This design comes from an exercise in tuning for small area and a short achievable clock period on the open sky130 flow, not from production work. In this exercise RTL edits were held to simulation tests only and were not proved equivalent to the original. No activity file was given, so power comes from the tool's default toggle rates.

--- flow/design.v ---
module cps_hd (
    input  wire [60:0] id_l,
    input  wire [60:0] ex_l,
    input  wire [60:0] mem_l,
    input  wire [60:0] wb_l,
    input  wire        fwd_en,
    output wire        hz_stall,
    output reg  [1:0]  fwd_sel1,
    output reg  [1:0]  fwd_sel2
);
    localparam K_INSTR = 2'd1;
    localparam OP_ADD = 3'd0, OP_SUB = 3'd1, OP_LOAD = 3'd2, OP_STORE = 3'd3,
               OP_BEQ = 3'd4, OP_BNE = 3'd5;
    wire [1:0] id_kind = id_l[60:59];
    wire [2:0] id_op   = id_l[58:56];
    wire       id_is   = (id_kind == K_INSTR);
    wire       uses1   = id_is && (id_op == OP_ADD || id_op == OP_SUB || id_op == OP_LOAD ||
                                   id_op == OP_STORE || id_op == OP_BEQ || id_op == OP_BNE);
    wire       uses2   = id_is && (id_op == OP_ADD || id_op == OP_SUB || id_op == OP_STORE ||
                                   id_op == OP_BEQ || id_op == OP_BNE);
    wire       src1_v  = uses1 && id_l[49];
    wire       src2_v  = uses2 && id_l[43];
    wire [4:0] src1    = id_l[48:44];
    wire [4:0] src2    = id_l[42:38];
    wire ex_prod  = (ex_l[60:59]  == K_INSTR) && (ex_l[58:56]  == OP_ADD || ex_l[58:56]  == OP_SUB || ex_l[58:56]  == OP_LOAD) && ex_l[55];
    wire mem_prod = (mem_l[60:59] == K_INSTR) && (mem_l[58:56] == OP_ADD || mem_l[58:56] == OP_SUB || mem_l[58:56] == OP_LOAD) && mem_l[55];
    wire wb_prod  = (wb_l[60:59]  == K_INSTR) && (wb_l[58:56]  == OP_ADD || wb_l[58:56]  == OP_SUB || wb_l[58:56]  == OP_LOAD) && wb_l[55];
    wire [4:0] ex_rd  = ex_l[54:50];
    wire [4:0] mem_rd = mem_l[54:50];
    wire [4:0] wb_rd  = wb_l[54:50];
    wire ex_hit  = ex_prod  && ((src1_v && ex_rd  == src1) || (src2_v && ex_rd  == src2));
    wire mem_hit = mem_prod && ((src1_v && mem_rd == src1) || (src2_v && mem_rd == src2));
    wire wb_hit  = wb_prod  && ((src1_v && wb_rd  == src1) || (src2_v && wb_rd  == src2));
    assign hz_stall = fwd_en ? (ex_hit && ex_l[58:56] == OP_LOAD)
                             : (ex_hit || mem_hit || wb_hit);
    always @(*) begin
        if (!fwd_en || !src1_v)                 fwd_sel1 = 2'd0;
        else if (ex_prod  && ex_rd  == src1)    fwd_sel1 = 2'd1;
        else if (mem_prod && mem_rd == src1)    fwd_sel1 = 2'd2;
        else if (wb_prod  && wb_rd  == src1)    fwd_sel1 = 2'd3;
        else                                    fwd_sel1 = 2'd0;
        if (!fwd_en || !src2_v)                 fwd_sel2 = 2'd0;
        else if (ex_prod  && ex_rd  == src2)    fwd_sel2 = 2'd1;
        else if (mem_prod && mem_rd == src2)    fwd_sel2 = 2'd2;
        else if (wb_prod  && wb_rd  == src2)    fwd_sel2 = 2'd3;
        else                                    fwd_sel2 = 2'd0;
    end
endmodule
module cps_bpu #(
    parameter PA_W  = 6,
    parameter CNT_W = 32
) (
    input  wire             clk,
    input  wire             bp_rst,
    input  wire [2:0]       kind,
    input  wire             pred_req,
    input  wire [PA_W-1:0]  pred_pc,
    output reg              pred_taken,
    input  wire             upd_req,
    input  wire [PA_W-1:0]  upd_pc,
    input  wire             upd_taken,
    output reg  [CNT_W-1:0] bp_calls,
    output reg  [CNT_W-1:0] t_calls1,
    output reg  [CNT_W-1:0] t_calls2
);
    localparam NENT = 1 << PA_W;
    localparam K_STATIC_NT = 3'd0, K_STATIC_T = 3'd1, K_ONE_BIT = 3'd2,
               K_TWO_BIT = 3'd3, K_TOURNAMENT = 3'd4;
    reg [NENT-1:0]   ob;
    reg [2*NENT-1:0] tb;
    reg [NENT-1:0]   t_ob;
    reg [2*NENT-1:0] t_tb;
    reg [2*NENT-1:0] t_ch;
    reg [NENT-1:0]   t_lp1;
    reg [NENT-1:0]   t_lp2;
    wire       p_ob   = ob[pred_pc];
    wire [1:0] p_tb   = tb[pred_pc*2 +: 2];
    wire       p1     = t_ob[pred_pc];
    wire       p2     = t_tb[pred_pc*2 + 1];
    wire       p_sel2 = t_ch[pred_pc*2 + 1];
    always @(*) begin
        case (kind)
            K_STATIC_NT:  pred_taken = 1'b0;
            K_STATIC_T:   pred_taken = 1'b1;
            K_ONE_BIT:    pred_taken = p_ob;
            K_TWO_BIT:    pred_taken = p_tb[1];
            K_TOURNAMENT: pred_taken = p_sel2 ? p2 : p1;
            default:      pred_taken = 1'b0;
        endcase
    end
    wire       same_pc = pred_req && (pred_pc == upd_pc);
    wire       q1      = same_pc ? p1 : t_lp1[upd_pc];
    wire       q2      = same_pc ? p2 : t_lp2[upd_pc];
    wire [1:0] u_tb    = tb[upd_pc*2 +: 2];
    wire [1:0] u_ttb   = t_tb[upd_pc*2 +: 2];
    wire [1:0] u_ch    = t_ch[upd_pc*2 +: 2];
    wire [1:0] u_tb_n  = upd_taken ? ((u_tb  == 2'd3) ? 2'd3 : u_tb  + 2'd1)
                                   : ((u_tb  == 2'd0) ? 2'd0 : u_tb  - 2'd1);
    wire [1:0] u_ttb_n = upd_taken ? ((u_ttb == 2'd3) ? 2'd3 : u_ttb + 2'd1)
                                   : ((u_ttb == 2'd0) ? 2'd0 : u_ttb - 2'd1);
    reg  [1:0] u_ch_n;
    always @(*) begin
        u_ch_n = u_ch;
        if (q1 != q2) begin
            if (q2 == upd_taken) u_ch_n = (u_ch == 2'd3) ? 2'd3 : u_ch + 2'd1;
            else                 u_ch_n = (u_ch == 2'd0) ? 2'd0 : u_ch - 2'd1;
        end
    end
    always @(posedge clk) begin
        if (bp_rst) begin
            ob       <= {NENT{1'b0}};
            tb       <= {NENT{2'b01}};
            t_ob     <= {NENT{1'b0}};
            t_tb     <= {NENT{2'b01}};
            t_ch     <= {NENT{2'b01}};
            t_lp1    <= {NENT{1'b0}};
            t_lp2    <= {NENT{1'b0}};
            bp_calls <= {CNT_W{1'b0}};
            t_calls1 <= {CNT_W{1'b0}};
            t_calls2 <= {CNT_W{1'b0}};
        end else begin
            if (pred_req) begin
                bp_calls <= bp_calls + 1'b1;
                if (kind == K_TOURNAMENT) begin
                    t_lp1[pred_pc] <= p1;
                    t_lp2[pred_pc] <= p2;
                    t_calls1       <= t_calls1 + 1'b1;
                    t_calls2       <= t_calls2 + 1'b1;
                end
            end
            if (upd_req) begin
                case (kind)
                    K_ONE_BIT: ob[upd_pc] <= upd_taken;
                    K_TWO_BIT: tb[upd_pc*2 +: 2] <= u_tb_n;
                    K_TOURNAMENT: begin
                        t_ob[upd_pc]        <= upd_taken;
                        t_tb[upd_pc*2 +: 2] <= u_ttb_n;
                        t_ch[upd_pc*2 +: 2] <= u_ch_n;
                    end
                    default: ;
                endcase
            end
        end
    end
endmodule
module cps_core #(
    parameter PA_W  = 6,
    parameter CNT_W = 32
) (
    input  wire             clk,
    input  wire             rst,
    input  wire             bp_rst,
    input  wire             cfg_fwd_en,
    input  wire             cfg_bp_en,
    input  wire [2:0]       cfg_bp_kind,
    input  wire [PA_W:0]    cfg_prog_len,
    output wire [PA_W-1:0]  rom_addr,
    output wire             rom_en,
    input  wire [63:0]      rom_data,
    output wire             running,
    output wire             halted,
    output wire [CNT_W-1:0] m_cycles,
    output wire [CNT_W-1:0] m_retired,
    output wire [CNT_W-1:0] m_raw_stalls,
    output wire [CNT_W-1:0] m_control_stalls,
    output wire [CNT_W-1:0] m_bp_predictions,
    output wire [CNT_W-1:0] m_bp_mispredictions,
    output wire [CNT_W-1:0] bp_calls,
    output wire [CNT_W-1:0] t_calls1,
    output wire [CNT_W-1:0] t_calls2,
    output wire             rec_valid,
    output wire [20:0]      rec_if,
    output wire [20:0]      rec_id,
    output wire [20:0]      rec_ex,
    output wire [20:0]      rec_mem,
    output wire [20:0]      rec_wb,
    output wire             hz_stall,
    output wire [1:0]       fwd_sel1,
    output wire [1:0]       fwd_sel2
);
    localparam K_EMPTY = 2'd0, K_INSTR = 2'd1, K_STALL = 2'd2, K_FLUSH = 2'd3;
    localparam OP_BEQ = 3'd4, OP_BNE = 3'd5, OP_NOP = 3'd6, OP_HALT = 3'd7;
    localparam PC_W = 32;
    localparam [60:0] BUBBLE_EMPTY = {K_EMPTY, 59'd0};
    localparam [60:0] BUBBLE_STALL = {K_STALL, 59'd0};
    localparam [60:0] BUBBLE_FLUSH = {K_FLUSH, 59'd0};
    reg [60:0]           ifid, idex, exmem, memwb;
    reg                  idex_pred_v, idex_pred_t;
    reg signed [PC_W-1:0] pc;
    reg                  halted_q;
    reg [1:0]            flush;
    reg [CNT_W-1:0]      cyc_q, ret_q, raw_q, ctl_q, bpp_q, bpm_q;
    reg [20:0]           wb_rec;
    reg                  rec_valid_q;
    wire [1:0]  ifid_kind  = ifid[60:59];
    wire [2:0]  ifid_op    = ifid[58:56];
    wire [15:0] ifid_imm   = ifid[37:22];
    wire [PA_W-1:0] ifid_pos = ifid[5:0];
    wire [1:0]  idex_kind  = idex[60:59];
    wire [2:0]  idex_op    = idex[58:56];
    wire [15:0] idex_imm   = idex[37:22];
    wire [PA_W-1:0] idex_pos = idex[5:0];
    wire [1:0]  memwb_kind = memwb[60:59];
    wire [2:0]  memwb_op   = memwb[58:56];
    wire exec = !rst && !halted_q;      
    wire hz;
    cps_hd u_hd (
        .id_l(ifid), .ex_l(idex), .mem_l(exmem), .wb_l(memwb),
        .fwd_en(cfg_fwd_en),
        .hz_stall(hz), .fwd_sel1(fwd_sel1), .fwd_sel2(fwd_sel2)
    );
    reg              pred_req;
    wire             pred_taken;
    reg              upd_req;
    reg              upd_taken;
    cps_bpu #(.PA_W(PA_W), .CNT_W(CNT_W)) u_bpu (
        .clk(clk), .bp_rst(bp_rst), .kind(cfg_bp_kind),
        .pred_req(pred_req), .pred_pc(ifid_pos), .pred_taken(pred_taken),
        .upd_req(upd_req), .upd_pc(idex_pos), .upd_taken(upd_taken),
        .bp_calls(bp_calls), .t_calls1(t_calls1), .t_calls2(t_calls2)
    );
    reg [60:0]            n_ifid, n_idex, n_exmem, n_memwb;
    reg                   n_pred_v, n_pred_t;
    reg signed [PC_W-1:0] n_pc;
    reg                   n_halted;
    reg [1:0]             n_flush;
    reg                   inc_ret, inc_raw, inc_ctl, inc_bpp, inc_bpm;
    reg                   suppress;
    reg signed [PC_W-1:0] faddr;
    reg                   fetch_ok;
    reg                   act, pred;
    wire signed [PC_W-1:0] ifid_target = $signed({{(PC_W-PA_W){1'b0}}, ifid_pos}) + 1 +
                                         $signed({{(PC_W-16){ifid_imm[15]}}, ifid_imm});
    wire signed [PC_W-1:0] ifid_fall   = $signed({{(PC_W-PA_W){1'b0}}, ifid_pos}) + 1;
    wire signed [PC_W-1:0] idex_target = $signed({{(PC_W-PA_W){1'b0}}, idex_pos}) + 1 +
                                         $signed({{(PC_W-16){idex_imm[15]}}, idex_imm});
    wire signed [PC_W-1:0] idex_fall   = $signed({{(PC_W-PA_W){1'b0}}, idex_pos}) + 1;
    wire signed [PC_W-1:0] prog_len    = $signed({{(PC_W-PA_W-1){1'b0}}, cfg_prog_len});
    wire ifid_branch = (ifid_kind == K_INSTR) && (ifid_op == OP_BEQ || ifid_op == OP_BNE);
    wire idex_branch = (idex_kind == K_INSTR) && (idex_op == OP_BEQ || idex_op == OP_BNE);
    wire [60:0] fetched = {K_INSTR, rom_data[2:0], rom_data[11], rom_data[10:6],
                           rom_data[17], rom_data[16:12], rom_data[23], rom_data[22:18],
                           rom_data[47:32], rom_data[63:48], faddr[PA_W-1:0]};
    always @(*) begin
        n_halted = 1'b0;
        inc_ret  = 1'b0;
        if (memwb_kind == K_INSTR && memwb_op == OP_HALT)
            n_halted = 1'b1;
        else if (memwb_kind == K_INSTR && memwb_op != OP_NOP)
            inc_ret = 1'b1;
        n_memwb  = exmem;
        n_exmem  = idex;
        n_idex   = ifid;
        n_pred_v = 1'b0;
        n_pred_t = 1'b0;
        n_ifid   = ifid;
        n_pc     = pc;
        n_flush  = flush;
        inc_raw  = 1'b0;
        inc_ctl  = 1'b0;
        inc_bpp  = 1'b0;
        inc_bpm  = 1'b0;
        pred_req = 1'b0;
        upd_req  = 1'b0;
        upd_taken = 1'b0;
        faddr    = pc;
        fetch_ok = 1'b0;
        act      = 1'b0;
        pred     = 1'b0;
        if (flush != 2'd0) begin
            n_idex   = BUBBLE_FLUSH;
            suppress = 1'b1;
            n_flush  = flush - 2'd1;
            inc_ctl  = 1'b1;
        end else if (hz) begin
            n_idex   = BUBBLE_STALL;
            suppress = 1'b1;
            inc_raw  = 1'b1;
        end else begin
            suppress = 1'b0;
            if (ifid_branch && cfg_bp_en) begin
                pred_req = exec;
                n_pred_v = 1'b1;
                n_pred_t = pred_taken;
                faddr    = pred_taken ? ifid_target : ifid_fall;
            end
        end
        if (!suppress) begin
            if (faddr >= 0 && faddr < prog_len && !n_halted) begin
                fetch_ok = 1'b1;
                n_ifid   = fetched;
                n_pc     = faddr + 1;
            end else begin
                n_ifid   = BUBBLE_EMPTY;
            end
        end
        if (idex_branch) begin
            act     = idex_imm[15];
            pred    = idex_pred_v ? idex_pred_t : 1'b0;
            inc_bpp = 1'b1;
            if (pred != act) begin
                inc_bpm = 1'b1;
                n_flush = 2'd2;
                n_pc    = act ? idex_target : idex_fall;
                n_ifid  = BUBBLE_FLUSH;
            end
            if (cfg_bp_en) begin
                upd_req   = exec;
                upd_taken = act;
            end
        end
    end
    assign rom_en   = exec && fetch_ok;
    assign rom_addr = faddr[PA_W-1:0];
    always @(posedge clk) begin
        if (rst) begin
            ifid        <= BUBBLE_EMPTY;
            idex        <= BUBBLE_EMPTY;
            idex_pred_v <= 1'b0;
            idex_pred_t <= 1'b0;
            exmem       <= BUBBLE_EMPTY;
            memwb       <= BUBBLE_EMPTY;
            pc          <= {PC_W{1'b0}};
            halted_q    <= 1'b0;
            flush       <= 2'd0;
            cyc_q       <= {CNT_W{1'b0}};
            ret_q       <= {CNT_W{1'b0}};
            raw_q       <= {CNT_W{1'b0}};
            ctl_q       <= {CNT_W{1'b0}};
            bpp_q       <= {CNT_W{1'b0}};
            bpm_q       <= {CNT_W{1'b0}};
            rec_valid_q <= 1'b0;
        end else if (!halted_q) begin
            ifid        <= n_ifid;
            idex        <= n_idex;
            idex_pred_v <= n_pred_v;
            idex_pred_t <= n_pred_t;
            exmem       <= n_exmem;
            memwb       <= n_memwb;
            pc          <= n_pc;
            halted_q    <= n_halted;
            flush       <= n_flush;
            cyc_q       <= cyc_q + 1'b1;
            if (inc_ret) ret_q <= ret_q + 1'b1;
            if (inc_raw) raw_q <= raw_q + 1'b1;
            if (inc_ctl) ctl_q <= ctl_q + 1'b1;
            if (inc_bpp) bpp_q <= bpp_q + 1'b1;
            if (inc_bpm) bpm_q <= bpm_q + 1'b1;
            rec_valid_q <= 1'b1;
        end else begin
            rec_valid_q <= 1'b0;
        end
    end
    always @(posedge clk) begin
        if (exec)
            wb_rec <= {memwb[60:56], memwb[21:6]};
    end
    assign halted  = halted_q;
    assign running = !halted_q;
    assign m_cycles            = cyc_q;
    assign m_retired           = ret_q;
    assign m_raw_stalls        = raw_q;
    assign m_control_stalls    = ctl_q;
    assign m_bp_predictions    = bpp_q;
    assign m_bp_mispredictions = bpm_q;
    assign rec_valid = rec_valid_q;
    assign rec_if    = {ifid[60:56],  ifid[21:6]};
    assign rec_id    = {idex[60:56],  idex[21:6]};
    assign rec_ex    = {exmem[60:56], exmem[21:6]};
    assign rec_mem   = {memwb[60:56], memwb[21:6]};
    assign rec_wb    = wb_rec;
    assign hz_stall = hz;
endmodule
--- flow/run.sh ---
#!/bin/bash
# synth_recipe.tcl (not shown) runs the flow's synth.tcl, then flattens the netlist and writes it again
# the make line also repeats each setting of config.mk as NAME=value (left out here)
make -C /OpenROAD-flow-scripts/flow DESIGN_CONFIG=/design/flow/config.mk WORK_HOME=/design/flow/orfs CLKGATE_MAP_FILE= SYNTH_SCRIPT=/design/flow/synth_recipe.tcl finish
--- flow/config.mk ---
export PLATFORM = sky130hd
export DESIGN_NAME = cps_core
export DESIGN_NICKNAME = cps_core
export VERILOG_FILES = /design/flow/design.v
export SDC_FILE = /design/flow/constraint.sdc
export NUM_CORES = 4
export LEC_CHECK = 0
export CAP_MARGIN = 20
export CORE_MARGIN = 2
export CORE_UTILIZATION = 40
export SLEW_MARGIN = 20
--- flow/constraint.sdc ---
create_clock -name core_clock -period 9.0 [get_ports {clk}]
set_input_delay 1.8000 -clock core_clock [delete_from_list [all_inputs] [get_ports {clk}]]
set_output_delay 1.8000 -clock core_clock [all_outputs]
set_load 0.01 [all_outputs]
==> results.yml <==
run_status:
  outcome: "timing/DRC/antenna clean"
finish:
  fin_nets: 6199
  final_common_cell: "dfxtp_1"
  final_util_pct: 48.3
  final_cell_mix: "dfxtp_1, nor2_1, nand2_1"
  seqCellArea_um2: 23300
  final_cells: 7944
  multi_input_area_um2: 27600
  syn_to_final_growth_pct: 19.5
  fillers: 12200
  drive_gt1_share_pct: 9.84
clock_network:
  root_buffer: "clkbuf_16"
  clkLatencyLatePin_ps: 780
  htreeDepth: 4
  cts-hold-fix-buffers: 0
  cts_sinks: 1151
  cts_tree: "built"
  numCtsBuffers: 132
  clk_pin_slew_ps: 60
  clockBufferDepth: 3
place:
  dp_cells: 7689
  place_hpwl_um: 120000
  dp_slack_ps: 407
  globalplace.congestion: 0.924
  io_buffers: 475
sta:
  max_freq_ghz: 0.114
  layout_min_cycle_time_ps: 8780
  fin_crit_sh_pct: 97.5
  layout_setup_ws_ps: 222
  hold_viol: 0
  relSlewSlack_pct: 16.5
  tightest_slew_ps: 1250
  rsz0062_at_grt: "false"
  clock_skew_ps: 35.3
  drv_slew: 0
  hold_slack_ps: 445
  finalSetupViolCount: 0
  fin_tns_setup_ps: 0
setup_path:
  rr_startpoint: "ifid[0]"
  worstRegToRegCells: 20
  path_common_cell: "mux4_2"
  worst-setup-path-type: "reg -> out"
  required_ps: 7200
  arrival_ps: 6980
  critPathTopFamily: "simple AND/OR/NAND/NOR gates"
  start_kind: "flop"
  crit_chain: "buf_12 -> buf_4 -> mux4_2 -> mux4_2 -> and3_1 -> a41o_1 -> or4_4 -> a31o_2 -> mux2_2 -> o21ai_1 -> inv_1 -> ha_1 -> nor4b_2 -> a311o_1 -> nand4_1 -> o21a_1 -> or3_4 -> nor2_1 -> clkdlybuf4s50_1"
  slowest_delay_ps: 650
  setup.worst_path.end_class: "output port"
  path_max_fanout: 13
  crit_buf_inv: 4
  reg2reg_to: "ifid[9]"
  r2r_setup_slack_ps: 2240
  critPathSlowestCell: "clkdlybuf4s50_1"
grt:
  antenna_found_initial: 11
  grt_pass1_vias: 42200
  grt_use_met3_pct: 5.01
  gr-total-overflow: 0
  grt_usage_pct: 25.0
  use_met2_pct: 39.8
  grt.busiest_layer: "met2"
  grt_max_degree: 217
  grtUsageMet1_pct: 33.1
  grt_pass1_wl_um: 265000
power:
  powerDensity_nw_per_um2: 183
  p_sw_mw: 2.89
  power.share.clock_pct: 47.6
  p_seq_share_pct: 44.9
  intPower_mw: 8.76
  peakVddDrop_mv: 0.197
  comb_power_share_pct: 7.5
  leakage_nw: 20.6
  p_sw_share_pct: 24.8
synth:
  synth_flop_cell: "dfxtp_1"
  syn_area_um2: 53100
  synth_edf_count: 21
  syn-num-nets: 5950
  synth_cells: 5827
  synth_top_area_share_pct: 42.6
  synth-seq-area-share_pct: 43.8
  synth.top_cells.by_area: "dfxtp_1, mux4_2, nor2_1, nand2_1, a21oi_1"
  yosysTopAreaCell: "dfxtp_1"
  synth_cell_types: 80
  ys_ff_latch: 1151
  avgSynthCellArea_um2: 9.12
  ys_warn_count: 3
  async_reset_ff_share_pct: 0
detailed_routing:
  drt-initial-drc-count: 4790
  ant_nets: 0
  route.vias.total: 45600
  drt-total-wl_um: 176000
  first_pass_iters: 7
  vias_per_cell: 5.73
  drc_errors: 0
  wire_per_inst_um: 22.2
die:
  row_count: 133
  die-area_um2: 136000
  core-area_um2: 132000
  die_w_um: 369
  io_pins: 487
  dieHeight_um: 369
  start_util_pct: 40.4
min_path:
  min-delay-start: "idex_pred_v"
  hp-class: "reg -> reg"
  min_to: "idex_pred_v"
  hold_depth: 2
run:
  max_cap_viol_count: 0
==> sequential cells by signal, summed over array words and instances (netlist names), 49 cells and up <==
name,cells
u_bpu.t_ch,128
ifid,61
u_bpu.t_lp2,64
u_bpu.tb,128
u_bpu.t_ob,64
u_bpu.t_tb,128
u_bpu.t_lp1,64
u_bpu.ob,64
idex,49
==> through the flow <==
step | cell area, um2 | power (mW)
final | 63500 | 11.6
after detailed placement | 58800 | 6.18
after CTS | 63400 | 11.7
after floorplan | 53100 | 5.86
after global routing | 63500 | 12.0
after global placement | 58800 | 6.17
==> logic make-up after synthesis <==
kind of cell             count (synthesis)  share of synthesized area, %
AND/OR/NAND/NOR                       2151                          18.1
AO/OA/AOI/OAI                         1247                          14.3
flip-flops                            1151                          43.8
buffers and inverters                  538                          4.52
multiplexers                           391                          13.2
XOR/XNOR                               301                          4.96
adder cells (fa/ha/maj)                 48                          1.14
==> synth_stat cells (6+ instances only) <==
cell	n
or3_1	67
nand3_1	222
mux2i_1	137
and2_1	30
nand4_1	54
mux2_2	7
a21oi_1	437
nand2b_1	57
or2_2	6
clkbuf_1	283
a31o_2	6
a311oi_1	18
o211ai_1	8
a211o_1	83
nor3_1	128
a22o_1	110
o21ai_0	383
and3_1	74
xnor2_1	117
o32ai_1	10
nor4_1	27
buf_4	92
buf_1	51
o22ai_1	9
a211oi_1	55
edfxtp_1	21
xor2_1	184
inv_1	80
a31oi_1	8
nor2b_1	19
buf_2	25
ha_1	42
nand2_1	657
mux4_2	247
and4_1	27
dfxtp_1	1130
nor2_1	756
a22oi_1	69
==> layout make-up <==
type	count	share of cell area, %
Antenna cell	7	0.0276
Clock buffer	198	6.25
Clock inverter	42	0.843
Inverter	86	0.508
Multi-Input combinational cell	4138	43.5
Sequential cell	1151	36.7
Tap cell	1755	3.46
Timing Repair Buffer	567	8.81
==> how the worst max path moves through the flow <==
stage,cells past startpoint,startpoint,end,slack (ps)
detailed placement,17,cfg_bp_kind[0],rom_en,410
floorplan,17,cfg_bp_kind[0],rom_en,1590
finish,19,ifid[0],rom_en,220
global placement,17,cfg_bp_kind[2],rom_en,390
CTS,19,ifid[0],rom_en,20
global route,18,ifid[0],rom_en,9
==> per-layer routing <==
| metal | share of wire, % | up-vias |
|---|---|---|
| met1 | 42 | 22100 |
| met5 | 0.015 | - |
| li1 | - | 21200 |
| met4 | 4.1 | 4 |
| met2 | 46 | 1912 |
| met3 | 8.0 | 366 |
==> power by group through the flow <==
stage / registers [mW] / clock network, mW / logic [mW]
final: 5.23 / 5.55 / 0.871
after global routing: 5.23 / 5.85 / 0.923
after CTS: 5.24 / 5.65 / 0.835
after detailed placement: 5.35 / 0 / 0.824
after global placement: 5.35 / 0 / 0.821
after floorplan: 5.30 / 0 / 0.560
==> what timing repair did <==
action | CTS | global route
gates resized for setup | 0 | 3
buffers inserted | 1 | 7
endpoints found under the setup margin | 1 | 1
pin swaps | 0 | 0
==> worst reg2reg max path, stage by stage, from the launching register on <==
cell	delay, ps
dfxtp_4	390
buf_12	170
buf_4	180
mux4_2	520
mux4_2	540
and3_1	210
a41o_1	200
or4_4	560
a31o_2	330
mux2_2	300
o21ai_1	280
inv_1	220
ha_1	240
nor4b_2	330
a311o_1	220
nand4_1	100
o21a_1	170
or3_4	480
nor3_4	370
buf_4	610
a22o_1	290

-- static timing again, ports no longer ideal --
No port has a modelled driver above. Below, the same layout with a new extraction and two added sets of constraints. Step 1: set_driving_cell puts a clkbuf_16 on clk and a buf_2 on each other input, an assumption about the parent block. Step 2, shift: input delay + t, output delay - t, t = (earliest + latest rising clock arrival at the registers) / 2. This alone moves slack from input paths to output paths. Slacks: ideal / step 1 / step 2; pairs: ideal / step 1.
t (ns): 0.851
setup WS [ns]: 0.222 / 0.132 / 0.242
worst hold slack (ns): 0.445 / 0.445 / 0.445
clock arrival spread, ns: 0.038 / 0.038
slew at the worst register clock pin (ns): 0.07 / 0.07
After both steps setup and hold are still met in this run. For this run, drivers alone change the setup slack by -0.090 ns; drivers and shift together by +0.020 ns.
